Context: an optimization exercise on an open-source flow, tuned for small area, a short achievable clock period and few clock cycles. The choices shown serve that exercise and are no tape-out recipe.
Where RTL was checked, it was by simulation tests only, not by an equivalence proof against the original.
Power figures rest on the tool's default switching activity, not on a simulated workload.

Design t1_codec, start of the top module:
module t1_codec (
    input  wire        clk,
    input  wire        rst,
    input  wire        tx_in_valid,
    output wire        tx_in_ready,
    input  wire [7:0]  tx_in_data,
    input  wire        tx_in_crc,
    output wire        tx_out_valid,
    input  wire        tx_out_ready,
    output wire [7:0]  tx_out_data,
    output wire        tx_out_last,
    input  wire        rx_in_valid,
    output wire        rx_in_ready,
    input  wire [7:0]  rx_in_data,
    input  wire        rx_in_crc,
    input  wire        rx_ns_slave,
    input  wire        rx_ns_master,
    input  wire        rx_orig_chained,
    input  wire [7:0]  rx_last_tx_pcb,
    output wire        rx_data_valid,
    input  wire        rx_data_ready,
    output wire [7:0]  rx_data,
    output wire        rx_stat_valid,
    input  wire        rx_stat_ready,
    output wire [7:0]  rx_stat_nad,
    output wire [7:0]  rx_stat_pcb,
    output wire [7:0]  rx_stat_len,
    output wire [1:0]  rx_stat_kind,
    output wire [15:0] rx_stat_cksum,
    output wire [2:0]  rx_stat_code
);
Size: about 620 cells after synthesis, roughly 100 I/O pins.
Settings: LEC_CHECK=0, ABC_AREA=1, CAP_MARGIN=20, CORE_MARGIN=2, CORE_UTILIZATION=40, SETUP_SLACK_MARGIN=2.0, SLEW_MARGIN=20, BUFFER_PORTS_ARGS=-buffer_cell sky130_fd_sc_hd__buf_1, CTS_ARGS=-sink_clustering_enable -repair_clock_nets -dont_use_dummy_load -sink_clustering_size 30 -sink_clustering_max_diameter 80 -buf_list {sky130_fd_sc_hd__clkbuf_4 sky130_fd_sc_hd__clkbuf_8}; clock period 4.0 ns.
standard.sh (not shown) runs the stock make flow with config.mk's settings and CLKGATE_MAP_FILE= SYNTH_SCRIPT=/design/flow/synth_recipe.tcl, a recipe that flattens the netlist after the stock synthesis.
==> flow/flow/run.sh <==
#!/bin/bash
# The standard layout, with: plain buffers on the ports; sizing free to
# change a cell's footprint; a clock tree of larger clusters of small
# clock buffers without dummy loads; and an area-oriented ABC mapping
# script (flow/abc_area.script) in place of ORFS's (ABC_AREA is set).
# Everything else, registers included, is the standard synthesis and flow.
set -euo pipefail
here=$(pwd)
rm -rf "$here/scripts"
cp -r "$FLOW_HOME/scripts" "$here/scripts"
cp "$here/flow/abc_area.script" "$here/scripts/abc_area.script"
cat >> config.mk <<'MK'
export BUFFER_PORTS_ARGS = -buffer_cell sky130_fd_sc_hd__buf_1
export CTS_ARGS = -sink_clustering_enable -repair_clock_nets -dont_use_dummy_load -sink_clustering_size 30 -sink_clustering_max_diameter 80 -buf_list {sky130_fd_sc_hd__clkbuf_4 sky130_fd_sc_hd__clkbuf_8}
MK
bash standard.sh MATCH_CELL_FOOTPRINT=0 SCRIPTS_DIR="$here/scripts" finish > standard.log 2>&1
==> flow/flow/abc_area.script <==
strash
dch -f
map -D 1200
topo
stime -c
buffer -c
upsize -c
dnsize -c
The first run went through all stages and came out clean.
Testbench counts at the start, summed over its fixed seeds: cycles 17,575.
Edit:
--- a/flow/flow/run.sh
+++ b/flow/flow/run.sh
@@ -4 +4 @@
-# clock buffers without dummy loads; and an area-oriented ABC mapping
+# clock buffers without dummy loads; and an delay-constrained (map -D), area-recovering ABC mapping
@@ -14 +14 @@
-export CTS_ARGS = -sink_clustering_enable -repair_clock_nets -dont_use_dummy_load -sink_clustering_size 30 -sink_clustering_max_diameter 80 -buf_list {sky130_fd_sc_hd__clkbuf_4 sky130_fd_sc_hd__clkbuf_8}
+export CTS_ARGS = -sink_clustering_enable -repair_clock_nets -dont_use_dummy_load -sink_clustering_size 30 -sink_clustering_max_diameter 80 -buf_list {sky130_fd_sc_hd__clkbuf_8}
==> flow/flow/abc_area.script (replaced) <==
strash
dch -f
map -D 1000
topo
stime -c
buffer -c
upsize -c
dnsize -c
Settings changed: CTS_ARGS -sink_clustering_enable -repair_clock_nets -dont_use_dummy_load -sink_clustering_size 30 -sink_clustering_max_diameter 80 -buf_list {sky130_fd_sc_hd__clkbuf_4 sky130_fd_sc_hd__clkbuf_8} to -sink_clustering_enable -repair_clock_nets -dont_use_dummy_load -sink_clustering_size 30 -sink_clustering_max_diameter 80 -buf_list {sky130_fd_sc_hd__clkbuf_8}.
Utilization decreases by 1.6 points.
Die area increases by 0.36%.
First-iteration DRC count increases by 21%.
Edit:
--- a/flow/flow/run.sh
+++ b/flow/flow/run.sh
@@ -14 +14 @@
-export CTS_ARGS = -sink_clustering_enable -repair_clock_nets -dont_use_dummy_load -sink_clustering_size 30 -sink_clustering_max_diameter 80 -buf_list {sky130_fd_sc_hd__clkbuf_8}
+export CTS_ARGS = -sink_clustering_enable -repair_clock_nets -dont_use_dummy_load -sink_clustering_size 30 -sink_clustering_max_diameter 80 -buf_list {sky130_fd_sc_hd__clkbuf_4 sky130_fd_sc_hd__clkbuf_8}
Settings changed: CTS_ARGS -sink_clustering_enable -repair_clock_nets -dont_use_dummy_load -sink_clustering_size 30 -sink_clustering_max_diameter 80 -buf_list {sky130_fd_sc_hd__clkbuf_8} to -sink_clustering_enable -repair_clock_nets -dont_use_dummy_load -sink_clustering_size 30 -sink_clustering_max_diameter 80 -buf_list {sky130_fd_sc_hd__clkbuf_4 sky130_fd_sc_hd__clkbuf_8}, SETUP_SLACK_MARGIN 2.0 to 1.5.
After rerunning:
- The new run completed with no timing, DRC or antenna violations
- clock skew came out lower by 0.012 ns
- total power came out lower by 3.3%
- worst setup slack got worse by 0.41 ns
- combinational power came out lower by about 9%
- cell area came out lower by 6.8%
Edit:
--- a/flow/flow/run.sh
+++ b/flow/flow/run.sh
@@ -4 +4 @@
-# clock buffers without dummy loads; and an delay-constrained (map -D), area-recovering ABC mapping
+# clock buffers without dummy loads; and an area-oriented ABC mapping
==> flow/flow/abc_area.script (replaced) <==
strash
dch -f
map -D 800
topo
stime -c
buffer -c
upsize -c
dnsize -c
Settings changed: SETUP_SLACK_MARGIN 1.5 to 2.0.
Result: Count of clock-buffer cells in the layout is unchanged. Die area rose by 2.7%. Combinational power rose by 25%. Wire length rose by 12%. Power rose by 9.6%.
Edit:
--- a/flow/flow/run.sh
+++ b/flow/flow/run.sh
@@ -4 +4 @@
-# clock buffers without dummy loads; and an area-oriented ABC mapping
+# clock buffers without dummy loads; and an delay-constrained (map -D), area-recovering ABC mapping
==> flow/flow/abc_area.script (replaced) <==
strash
dch -f
map -D 1000
topo
stime -c
buffer -c
upsize -c
dnsize -c
Settings changed: SETUP_SLACK_MARGIN 2.0 to 1.9.
Total power goes down by 7.5%. Non-clock buffer count goes down by 5. Wire length goes down by 9.1%. Via count goes down by 10%.
Edit:
==> flow/flow/abc_area.script (replaced) <==
strash
dch -f
map -D 800
topo
stime -c
buffer -c
upsize -c
dnsize -c
Settings changed: SETUP_SLACK_MARGIN 1.9 to 1.95.
After rerunning: Die area rises by 2.7%; core utilization stays flat; global-route usage rose by 0.67 points; worst setup slack is about the same; via count grows by 12%; non-clock buffer count increases by 6; total power grows by 7.7%; cell count climbs by 8.1%; routed wire length goes up by 14%; fmax hardly moves.

---

Starting RTL as in the previous note.
// t1_codec
module t1_codec (
    input  wire        clk,
    input  wire        rst,
    input  wire        tx_in_valid,
    output wire        tx_in_ready,
    input  wire [7:0]  tx_in_data,
    input  wire        tx_in_crc,
    output wire        tx_out_valid,
    input  wire        tx_out_ready,
    output wire [7:0]  tx_out_data,
    output wire        tx_out_last,
    input  wire        rx_in_valid,
    output wire        rx_in_ready,
    input  wire [7:0]  rx_in_data,
    input  wire        rx_in_crc,
    input  wire        rx_ns_slave,
    input  wire        rx_ns_master,
    input  wire        rx_orig_chained,
    input  wire [7:0]  rx_last_tx_pcb,
    output wire        rx_data_valid,
    input  wire        rx_data_ready,
    output wire [7:0]  rx_data,
    output wire        rx_stat_valid,
    input  wire        rx_stat_ready,
    output wire [7:0]  rx_stat_nad,
    output wire [7:0]  rx_stat_pcb,
    output wire [7:0]  rx_stat_len,
    output wire [1:0]  rx_stat_kind,
    output wire [15:0] rx_stat_cksum,
    output wire [2:0]  rx_stat_code
);
    t1_tx_framer u_tx (
        .clk      (clk),
        .rst      (rst),
        .in_valid (tx_in_valid),
        .in_ready (tx_in_ready),
        .in_data  (tx_in_data),
        .in_crc   (tx_in_crc),
        .out_valid(tx_out_valid),
        .out_ready(tx_out_ready),
        .out_data (tx_out_data),
        .out_last (tx_out_last)
    );
    t1_rx_deframer u_rx (
        .clk         (clk),
        .rst         (rst),
        .in_valid    (rx_in_valid),
        .in_ready    (rx_in_ready),
        .in_data     (rx_in_data),
        .in_crc      (rx_in_crc),
        .ns_slave    (rx_ns_slave),
        .ns_master   (rx_ns_master),
        .orig_chained(rx_orig_chained),
        .last_tx_pcb (rx_last_tx_pcb),
        .data_valid  (rx_data_valid),
  ...
clock: 4.0 ns
lec_check: 0
abc_area: 1
cap_margin: 20
core_margin: 2
core_utilization: 45
setup_slack_margin: 1.95
slew_margin: 20
buffer_ports_args: -buffer_cell sky130_fd_sc_hd__buf_1
cts_args: -sink_clustering_enable -repair_clock_nets -dont_use_dummy_load -sink_clustering_size 30 -sink_clustering_max_diameter 80 -buf_list {sky130_fd_sc_hd__clkbuf_4 sky130_fd_sc_hd__clkbuf_8}
==> flow/flow/run.sh <==
#!/bin/bash
# The standard layout, with: plain buffers on the ports; sizing free to
# change a cell's footprint; a clock tree of larger clusters of small
# clock buffers without dummy loads; and a delay-constrained (map -D), area-recovering ABC mapping
# script (flow/abc_area.script) in place of ORFS's (ABC_AREA is set).
# Everything else, registers included, is the standard synthesis and flow.
set -euo pipefail
here=$(pwd)
rm -rf "$here/scripts"
cp -r "$FLOW_HOME/scripts" "$here/scripts"
cp "$here/flow/abc_area.script" "$here/scripts/abc_area.script"
cat >> config.mk <<'MK'
export BUFFER_PORTS_ARGS = -buffer_cell sky130_fd_sc_hd__buf_1
export CTS_ARGS = -sink_clustering_enable -repair_clock_nets -dont_use_dummy_load -sink_clustering_size 30 -sink_clustering_max_diameter 80 -buf_list {sky130_fd_sc_hd__clkbuf_4 sky130_fd_sc_hd__clkbuf_8}
MK
bash standard.sh MATCH_CELL_FOOTPRINT=0 SCRIPTS_DIR="$here/scripts" finish > standard.log 2>&1
==> flow/flow/abc_area.script <==
strash
dch -f
map -D 1000
topo
stime -c
buffer -c
upsize -c
dnsize -c
Testbench counts at the start, summed over its fixed seeds: cycles 17,575.
==> next run, changes <==
--- a/flow/flow/run.sh
+++ b/flow/flow/run.sh
@@ -2,5 +2,5 @@
 # The standard layout, with: plain buffers on the ports; sizing free to
 # change a cell's footprint; a clock tree of larger clusters of small
-# clock buffers without dummy loads; and a delay-constrained (map -D), area-recovering ABC mapping
+# clock buffers without dummy loads; and an area-oriented ABC mapping
 # script (flow/abc_area.script) in place of ORFS's (ABC_AREA is set).
 # Everything else, registers included, is the standard synthesis and flow.
==> flow/flow/abc_area.script (replaced) <==
strash
dch -f
amap
topo
stime -c
buffer -c
upsize -c
dnsize -c
Settings changed: CORE_UTILIZATION 45 to 40, SETUP_SLACK_MARGIN 1.95 to 2.2.
After rerunning:
- The changed run completed without violations
- global-route usage came out higher by 2.7 points
- synthesized cell count came out lower by 6.4%
- die area came out higher by 7.2%
- worst hold slack gains 0.035 ns
- total power came out higher by 28%
- cell area came out higher by 29%
- flip-flop and latch count is unchanged
- wire length came out higher by 33%
- setup slack loses 0.33 ns
- synthesized area came out lower by 4.4%
==> next run, changes <==
--- a/flow/flow/run.sh
+++ b/flow/flow/run.sh
@@ -2,5 +2,5 @@
 # The standard layout, with: plain buffers on the ports; sizing free to
 # change a cell's footprint; a clock tree of larger clusters of small
-# clock buffers without dummy loads; and an area-oriented ABC mapping
+# clock buffers without dummy loads; and a delay-constrained (map -D), area-recovering ABC mapping
 # script (flow/abc_area.script) in place of ORFS's (ABC_AREA is set).
 # Everything else, registers included, is the standard synthesis and flow.
==> flow/flow/abc_area.script (replaced) <==
strash
dch -f
map -D 1000
topo
stime -c
buffer -c
upsize -c
dnsize -c
Settings changed: SETUP_SLACK_MARGIN 2.2 to 1.95.
Final area decreases by 23%.
Utilization decreases by 17 points.
Wire length decreases by 25%.
Global-route usage decreases by 4.9 points.
==> next run, changes <==
--- a/flow/flow/run.sh
+++ b/flow/flow/run.sh
@@ -2,5 +2,5 @@
 # The standard layout, with: plain buffers on the ports; sizing free to
 # change a cell's footprint; a clock tree of larger clusters of small
-# clock buffers without dummy loads; and a delay-constrained (map -D), area-recovering ABC mapping
+# clock buffers without dummy loads; and an delay-constrained (map -D), area-recovering ABC mapping
 # script (flow/abc_area.script) in place of ORFS's (ABC_AREA is set).
 # Everything else, registers included, is the standard synthesis and flow.
==> flow/flow/abc_area.script (replaced) <==
strash
dch -f
map -D 1000
topo
Settings changed: SETUP_SLACK_MARGIN 1.95 to 2.0.
After rerunning:
- The changed run ran to the end with no violations
- setup slack loses 0.024 ns
- sequential share of layout area shrinks by 2.2 points
- critical path depth shrinks by 2
- die area shrinks by 3.6%

---

t1_codec, a different RTL version from the one above (not shown whole).
For scale: about 140 flip-flops, about 100 I/O pins, ~7500 um^2 of cells after synthesis.
export LEC_CHECK = 0
export ABC_AREA = 1
export CAP_MARGIN = 20
export CORE_MARGIN = 2
export CORE_UTILIZATION = 40
export SETUP_SLACK_MARGIN = 2.0
export SLEW_MARGIN = 20
export BUFFER_PORTS_ARGS = -buffer_cell sky130_fd_sc_hd__buf_2
export CTS_ARGS = -sink_clustering_enable -repair_clock_nets -dont_use_dummy_load -sink_clustering_size 30 -sink_clustering_max_diameter 80
create_clock -name core_clock -period 4.0 [get_ports {clk}]
==> flow/flow/run.sh <==
#!/bin/bash
# The standard layout, with plain buffers on the ports, sizing free to
# change a cell's footprint, and a clock tree of fewer, larger clusters
# without dummy loads.
set -euo pipefail
cat >> config.mk <<'MK'
export BUFFER_PORTS_ARGS = -buffer_cell sky130_fd_sc_hd__buf_2
export CTS_ARGS = -sink_clustering_enable -repair_clock_nets -dont_use_dummy_load -sink_clustering_size 30 -sink_clustering_max_diameter 80
MK
bash standard.sh MATCH_CELL_FOOTPRINT=0 finish > standard.log 2>&1
==> next run, changes <==
- SETUP_SLACK_MARGIN: 2.0 -> 2.3
Result:
- The changed run produced a clean layout
- sequential cell count does not change
- sequential share of layout area drops by 5.4 points
- non-clock buffer count climbs by 86
- routed wire length climbs by 14%
- via count climbs by 9.5%
==> next run, changes <==
- SETUP_SLACK_MARGIN: 2.3 -> 2.15
Combinational power goes down by about 10%.
Global-route usage goes down by 0.49 points.
Fmax goes down by 2.3%.
Power goes down by 3.8%.
Sequential cell count stays the same.
Final cell count goes down by 4.6%.
No functional check of the RTL was part of any run of this note.

---

Setup of MS:
t1_codec with an RTL version that a note above also has.
For scale: roughly 110 flip-flops, about 100 I/O pins, roughly 5800 um^2 of cells after synthesis.
==> flow/design.v (excerpt) <==
module t1_codec (
    input  wire        clk,
    input  wire        rst,
    input  wire        tx_in_valid,
    output wire        tx_in_ready,
    input  wire [7:0]  tx_in_data,
    input  wire        tx_in_crc,
    output wire        tx_out_valid,
    input  wire        tx_out_ready,
    output wire [7:0]  tx_out_data,
    output wire        tx_out_last,
    input  wire        rx_in_valid,
    output wire        rx_in_ready,
    input  wire [7:0]  rx_in_data,
    input  wire        rx_in_crc,
    input  wire        rx_ns_slave,
    input  wire        rx_ns_master,
    input  wire        rx_orig_chained,
    input  wire [7:0]  rx_last_tx_pcb,
    output wire        rx_data_valid,
    input  wire        rx_data_ready,
    output wire [7:0]  rx_data,
    output wire        rx_stat_valid,
    input  wire        rx_stat_ready,
    output wire [7:0]  rx_stat_nad,
    output wire [7:0]  rx_stat_pcb,
    output wire [7:0]  rx_stat_len,
    output wire [1:0]  rx_stat_kind,
    output wire [15:0] rx_stat_cksum,
    output wire [2:0]  rx_stat_code
);
    t1_tx_framer u_tx (
        .clk      (clk),
        .rst      (rst),
        .in_valid (tx_in_valid),
        .in_ready (tx_in_ready),
        .in_data  (tx_in_data),
        .in_crc   (tx_in_crc),
        .out_valid(tx_out_valid),
        .out_ready(tx_out_ready),
        .out_data (tx_out_data),
        .out_last (tx_out_last)
    );
  ...
==> flow/config.mk <==
export PLATFORM = sky130hd
export DESIGN_NAME = t1_codec
export DESIGN_NICKNAME = t1_codec
export VERILOG_FILES = /design/flow/design.v
export SDC_FILE = /design/flow/constraint.sdc
export NUM_CORES = 4
export LEC_CHECK = 0
export ABC_AREA = 1
export CAP_MARGIN = 20
export CORE_MARGIN = 2
export CORE_UTILIZATION = 40
export SETUP_SLACK_MARGIN = 2.0
export SLEW_MARGIN = 20
export BUFFER_PORTS_ARGS = -buffer_cell sky130_fd_sc_hd__buf_1
export CTS_ARGS = -sink_clustering_enable -repair_clock_nets -dont_use_dummy_load -sink_clustering_size 30 -sink_clustering_max_diameter 80 -buf_list {sky130_fd_sc_hd__clkbuf_4 sky130_fd_sc_hd__clkbuf_8}
==> flow/constraint.sdc <==
create_clock -name core_clock -period 4.0 [get_ports {clk}]
set_input_delay 0.8000 -clock core_clock [delete_from_list [all_inputs] [get_ports {clk}]]
set_output_delay 0.8000 -clock core_clock [all_outputs]
set_load 0.01 [all_outputs]
==> flow/flow/run.sh <==
#!/bin/bash
# The standard layout, with: plain buffers on the ports; sizing free to
# change a cell's footprint; a clock tree of larger clusters of small
# clock buffers without dummy loads; and an area-oriented ABC mapping
# script (flow/abc_area.script) in place of ORFS's (ABC_AREA is set).
# Everything else, registers included, is the standard synthesis and flow.
set -euo pipefail
here=$(pwd)
rm -rf "$here/scripts"
cp -r "$FLOW_HOME/scripts" "$here/scripts"
cp "$here/flow/abc_area.script" "$here/scripts/abc_area.script"
cat >> config.mk <<'MK'
export BUFFER_PORTS_ARGS = -buffer_cell sky130_fd_sc_hd__buf_1
export CTS_ARGS = -sink_clustering_enable -repair_clock_nets -dont_use_dummy_load -sink_clustering_size 30 -sink_clustering_max_diameter 80 -buf_list {sky130_fd_sc_hd__clkbuf_4 sky130_fd_sc_hd__clkbuf_8}
MK
bash standard.sh MATCH_CELL_FOOTPRINT=0 SCRIPTS_DIR="$here/scripts" finish > standard.log 2>&1
==> flow/flow/abc_area.script <==
strash
dch -f
map -D 1000
topo
stime -c
buffer -c
upsize -c
dnsize -c
Looking at the reports, MS completed the entire flow and the layout it produced met the timing, design-rule and antenna checks.
Testbench counts of MS, summed over its fixed seeds: cycles 17,575.
The inputs of JK differ from those of MS as listed below.
- SETUP_SLACK_MARGIN now 1.85, was 2.0
--- a/flow/flow/run.sh
+++ b/flow/flow/run.sh
@@ -3,3 +3,3 @@
 # change a cell's footprint; a clock tree of larger clusters of small
-# clock buffers without dummy loads; and an area-oriented ABC mapping
+# clock buffers without dummy loads; and an delay-constrained (map -D), area-recovering ABC mapping
 # script (flow/abc_area.script) in place of ORFS's (ABC_AREA is set).
--- outcome ---
- Status: clock distribution area overhead in the final layout parity (JK, MS)
- Looking at first-pass GRT wire length across both flows, JK is the stronger of the two, with MS trailing.
- Against MS, JK reports a met1 usage in global routing that is higher.
- Critical path startpoint: rx_stat_ready -> JK, rx_data_ready -> MS
- There was hardly any difference in routed wirelength normalized by instance count between JK and MS.
- Side by side, ratio of final minimum period to clock period turned out higher in JK than in MS.
- Relative to MS, proportion of power drawn by combinational gates decreased by 1.3 points in JK.
- On reported sequential group power, MS and JK are basically level.

==> afterwards: timing with drivers on the ports <==
In the flow no input, the clock included, has a driving cell. The finished layouts below were timed again as built, in two steps. Step 1 assumes that a clkbuf_16 drives the clock port and a buf_2 every other input. Step 2 adds t to the input delays and takes it off the output delays; t is the mean of the earliest and latest rising clock arrival at the registers after step 1. Input paths then give back, and output paths get back, about the clock's delay inside the block. a / b / c = ideal ports / drivers / drivers and shift; a / b = the first two.
| run | t (ns) | setup WS [ns] | latest minus earliest clock arrival (ns) | worst data-port slew with drivers (ns) | pins driven straight from the clock port |
|---|---|---|---|---|---|
| the first run of note 1 | 0.404 | 1.957 / 1.912 / 1.594 | 0.044 / 0.045 | 0.07 | 1 |
| the second run of note 1 | 0.406 | 1.959 / 1.934 / 1.689 | 0.037 / 0.037 | 0.05 | 1 |
| the third run of note 1 | 0.401 | 1.551 / 1.505 / 1.402 | 0.031 / 0.030 | 0.06 | 1 |
| the fourth run of note 1 | 0.407 | 1.965 / 1.929 / 1.592 | 0.031 / 0.031 | 0.05 | 1 |
| the fifth run of note 1 | 0.412 | 1.941 / 1.915 / 1.637 | 0.031 / 0.031 | 0.05 | 1 |
| the sixth run of note 1 | 0.398 | 1.940 / 1.917 / 1.711 | 0.032 / 0.031 | 0.04 | 1 |
| the first run of note 2 | 0.423 | 1.895 / 1.858 / 1.674 | 0.028 / 0.028 | 0.05 | 1 |
| the second run of note 2 | 0.417 | 1.562 / 1.562 / 1.438 | 0.030 / 0.030 | 0.05 | 1 |
| the third run of note 2 | 0.412 | 1.967 / 1.934 / 1.704 | 0.028 / 0.028 | 0.05 | 1 |
| the fourth run of note 2 | 0.418 | 1.943 / 1.907 / 1.700 | 0.037 / 0.037 | 0.06 | 1 |
| the first run of note 3 | 0.459 | 2.051 / 2.051 / 1.680 | 0.023 / 0.023 | 0.04 | 1 |
| the second run of note 3 | 0.461 | 2.175 / 2.133 / 1.774 | 0.022 / 0.022 | 0.06 | 1 |
| the third run of note 3 | 0.454 | 2.132 / 2.132 / 1.742 | 0.020 / 0.020 | 0.05 | 1 |
| MS | 0.406 | 1.959 / 1.934 / 1.689 | 0.037 / 0.037 | 0.05 | 1 |
| JK | 0.422 | 1.924 / 1.871 / 1.600 | 0.030 / 0.031 | 0.05 | 1 |
After both steps setup and hold are still met in every run listed. The setup slack of the second run of note 3, which loses most, moves by -0.042 ns with the drivers and by -0.401 ns with both steps.
